Context: an optimization exercise on an open-source flow, tuned for small area. The choices shown serve that exercise and are no tape-out recipe. Function was checked by simulation only, so behaviour that the tests miss may differ from the original. Power and IR drop assume default switching activity.

## P
## m95m02_seq
module m95m02_seq (
    input  wire        clk,
    input  wire        rst,           
    input  wire        cmd_valid,
    output wire        cmd_ready,
    input  wire [3:0]  cmd_op,
    input  wire [31:0] cmd_addr,
    input  wire [31:0] cmd_len,
    input  wire [7:0]  cmd_data,
    output reg         rsp_valid,
    output wire [31:0] rsp_count,
    output wire [7:0]  rsp_data,
    output wire        rsp_flag,
    output wire [2:0]  rsp_err,
    output wire [31:0] buf_idx,
    output wire        buf_we,
    output wire [7:0]  buf_wdata,
    input  wire [7:0]  buf_rdata,
    output wire        t_init,
    output wire        t_req,
    output reg  [7:0]  t_out,
    input  wire        t_ack,
    input  wire [7:0]  t_in,
    input  wire        t_fail,
    output wire        frame_active,
    input  wire [2:0]  reg_addr,
    output reg  [31:0] reg_rdata
);
    localparam PH_IDLE  = 3'd0;
    localparam PH_TINIT = 3'd1;
    localparam PH_OPC   = 3'd2;
    localparam PH_AHI   = 3'd3;
    localparam PH_AMID  = 3'd4;
    localparam PH_ALO   = 3'd5;
    localparam PH_DATA  = 3'd6;
    reg [2:0]  phase;
    reg [31:0] idx;
    reg [3:0]  l_op;
    reg [17:0] faddr;
    reg [31:0] l_len;
    reg [7:0]  l_data;
    reg [7:0]  r_data;
    reg [1:0]  r_ecode;    
    wire c_illegal = &cmd_op[3:1];
    wire c_main    = (cmd_op >= 4'h1) && (cmd_op <= 4'h4);
    wire c_id      = (cmd_op == 4'h8) || (cmd_op == 4'h9);
    wire c_lock    = (cmd_op == 4'hA) || (cmd_op == 4'hB);
    wire c_buflen  = (cmd_op == 4'h2) || (cmd_op == 4'h4) || c_id;
    wire c_zero    = (cmd_op == 4'h0) || (cmd_op == 4'h7) || (cmd_op == 4'hC);
    wire c_pagew   = (cmd_op == 4'h2) || (cmd_op == 4'h9);
    wire a_hi_nz  = |cmd_addr[31:18];
    wire a_mid_nz = |cmd_addr[17:8];
    wire c_range  = (c_main && a_hi_nz) || (c_id && (a_hi_nz || a_mid_nz));
    wire [9:0] c_psum = {2'b00, cmd_addr[7:0]} + {1'b0, cmd_len[8:0]};
    wire c_page = c_pagew && ((|cmd_len[31:9]) || c_psum[9] ||
                              (c_psum[8] && (|c_psum[7:0])));
    wire c_ok = !c_illegal && !c_range && !c_page;
  ...
Size: roughly 670 cells after synthesis, ~110 flip-flops, ~230 I/O pins, about 5800 sq um of cells after synthesis.
clock: 8.0 ns
lec_check: 0
abc_area: 1
cap_margin: 20
core_margin: 2
core_utilization: 40
place_density: 0.75
slew_margin: 20
standard.sh (not shown) runs the stock make flow with config.mk's settings and CLKGATE_MAP_FILE= SYNTH_SCRIPT=/design/flow/synth_recipe.tcl, a recipe that flattens the netlist after the stock synthesis.
==> flow/flow/run.sh <==
#!/bin/bash
# Own layout flow: the standard flow with these changes.
#  1. Synthesis is the standard flow's synthesis script with a stronger area-oriented ABC
#     script (flow/area.abc) for the combinational logic; registers, their
#     names and cell types are as in the standard synthesis.
#  2. Ports are buffered with the smallest buffer (buf_1) instead of the
#     default clkdlybuf4s50_1.
#  3. Clock tree built from smaller clock buffers, without dummy loads.
#  4. Synthesis leaves adders to ABC (no ADDER_MAP_FILE half/full-adder cells).
# Each tool's full output goes to a log file in this folder.
set -euo pipefail
W=$PWD
F=$W/flow

sed "s#^source \$::env(SCRIPTS_DIR)/synth_preamble.tcl#&\nset abc_args [lreplace \$abc_args 1 1 $F/area.abc]#" \
    "$FLOW_HOME/scripts/synth.tcl" > "$W/own_synth_core.tcl"
grep -q "$F/area.abc" "$W/own_synth_core.tcl"
sed "s#\$::env(SCRIPTS_DIR)/synth.tcl#$W/own_synth_core.tcl#" "$W/synth_recipe.tcl" > "$W/own_synth.tcl"
grep -q own_synth_core "$W/own_synth.tcl"

bash standard.sh SYNTH_SCRIPT="$W/own_synth.tcl" ADDER_MAP_FILE= synth > "$W/synth.log" 2>&1
bash standard.sh \
    "BUFFER_PORTS_ARGS=-buffer_cell sky130_fd_sc_hd__buf_1" \
    "CTS_ARGS=-sink_clustering_enable -repair_clock_nets -dont_use_dummy_load -buf_list sky130_fd_sc_hd__clkbuf_4 -root_buf sky130_fd_sc_hd__clkbuf_8" \
    finish > "$W/layout.log" 2>&1
test -s "$W/out/final.def"
==> flow/flow/area.abc <==
&get -n
&st
&deepsyn -T 60
&dch -f
&nf -p -R 1000
&put
[inputs] Q vs P
Settings: CORE_UTILIZATION: 40 -> 60; CAP_MARGIN: 20 -> 10; GPL_TIMING_DRIVEN: unset -> 0; PLACE_DENSITY: 0.75 -> unset; SLEW_MARGIN: 20 -> 10.
diff --git a/flow/flow/run.sh b/flow/flow/run.sh
--- a/flow/flow/run.sh
+++ b/flow/flow/run.sh
@@ -8,3 +8,2 @@
 #  3. Clock tree built from smaller clock buffers, without dummy loads.
-#  4. Synthesis leaves adders to ABC (no ADDER_MAP_FILE half/full-adder cells).
 # Each tool's full output goes to a log file in this folder.
@@ -20,3 +19,3 @@
 
-bash standard.sh SYNTH_SCRIPT="$W/own_synth.tcl" ADDER_MAP_FILE= synth > "$W/synth.log" 2>&1
+bash standard.sh SYNTH_SCRIPT="$W/own_synth.tcl" synth > "$W/synth.log" 2>&1
 bash standard.sh \
==> comparison <==
- The flow did not stop early for Q: all stages ran, and the layout cleared the timing, design-rule and antenna checks.
- [Q] clock latency reported for the late side of the worst-skew pair fell 0.02 ns relative to P
- The critical path depth reported for Q is smaller than that of P by 7.
- Cmp P and Q / share of power burned in combinational logic / higher: P
- Between P and Q, the portion of total power attributed to the clock network is higher for Q.
- [compare] base=P new=Q: wire length the detailed router placed on met1 decreased about 9%, power decreased 1.7%, worst setup slack increased 0.21 ns.
- Number of multi-input combinational cells in the layout across P and Q: no real change.
- Cells: Q has fewer instances than P
Here is what was changed in the inputs of R compared with Q.
Settings: a change of SLEW_MARGIN from 10 to 20; a change of CAP_MARGIN from 10 to 20; a change of CORE_UTILIZATION from 60 to 40; a deleted GPL_TIMING_DRIVEN that had been 0.
Notes after the runs:
Taking Q as the reference point, the synthesis-to-finish area growth of R falls by 5.2 points. Slowest library cell on the worst path: and2_0 -> R, nor2_1 -> Q. Against Q, global-route wire length before repair in R rose by more than 10%. [compare] base=Q new=R: total routing usage reported by global routing saw a decrease; timing-limited maximum frequency higher; sum of buffers and inverters on the critical path moved down. R: all stages complete, timing, DRC and antenna checks passed. The flow did not stop early for Q: all stages ran, and the layout cleared the timing, design-rule and antenna checks.
What S does differently from R at the input level:
diff --git a/flow/flow/run.sh b/flow/flow/run.sh
--- a/flow/flow/run.sh
+++ b/flow/flow/run.sh
@@ -1,3 +1,3 @@
 #!/bin/bash
-# Own layout flow: the standard flow with these changes.
+# Own layout flow: the standard flow with two changes.
 #  1. Synthesis is the standard flow's synthesis script with a stronger area-oriented ABC
@@ -7,3 +7,2 @@
 #     default clkdlybuf4s50_1.
-#  3. Clock tree built from smaller clock buffers, without dummy loads.
 # Each tool's full output goes to a log file in this folder.
@@ -20,6 +19,3 @@
 bash standard.sh SYNTH_SCRIPT="$W/own_synth.tcl" synth > "$W/synth.log" 2>&1
-bash standard.sh \
-    "BUFFER_PORTS_ARGS=-buffer_cell sky130_fd_sc_hd__buf_1" \
-    "CTS_ARGS=-sink_clustering_enable -repair_clock_nets -dont_use_dummy_load -buf_list sky130_fd_sc_hd__clkbuf_4 -root_buf sky130_fd_sc_hd__clkbuf_8" \
-    finish > "$W/layout.log" 2>&1
+bash standard.sh "BUFFER_PORTS_ARGS=-buffer_cell sky130_fd_sc_hd__buf_1" finish > "$W/layout.log" 2>&1
 test -s "$W/out/final.def"
## What came out
Total wirelength of the detailed-routed design delta (S -> R): insignificant. When S is measured against R, its sum of internal, switching and leakage power turns out 20% higher. Share of cells above drive strength 1 sits higher in S than in R. Against R, S comes in 0.013 ns lower on clock skew. On cell count of the worst hold path, S and R are neck and neck. Post-route cell area for S: about 3% up relative to R.

## afterwards: timing with drivers on the ports
Ports are ideal in the flow. The routed layouts listed here were re-timed in OpenROAD.
Step 1 assumes that a clkbuf_16 drives the clock port and a buf_2 every other input.
Step 2 also shifts input and output timing later by t, the mid clock arrival at the registers, as if the neighbouring blocks saw the same clock.
Slacks: ideal ports / drivers / drivers and shift; pairs: ideal ports / drivers.
| run | shift t [ns] | setup WS [ns] | cell pins on the clock port's net |
|---|---|---|---|
| P | 0.417 | 1.929 / 1.929 / 1.929 | 1 |
| Q | 0.397 | 2.140 / 2.151 / 1.754 | 1 |
| R | 0.418 | 2.548 / 2.565 / 2.147 | 1 |
| S | 0.401 | 2.496 / 2.516 / 2.116 | 1 |
After both steps every run listed still meets setup and hold. For R, which loses most, drivers alone change the setup slack by +0.017 ns; drivers and shift together by -0.401 ns.
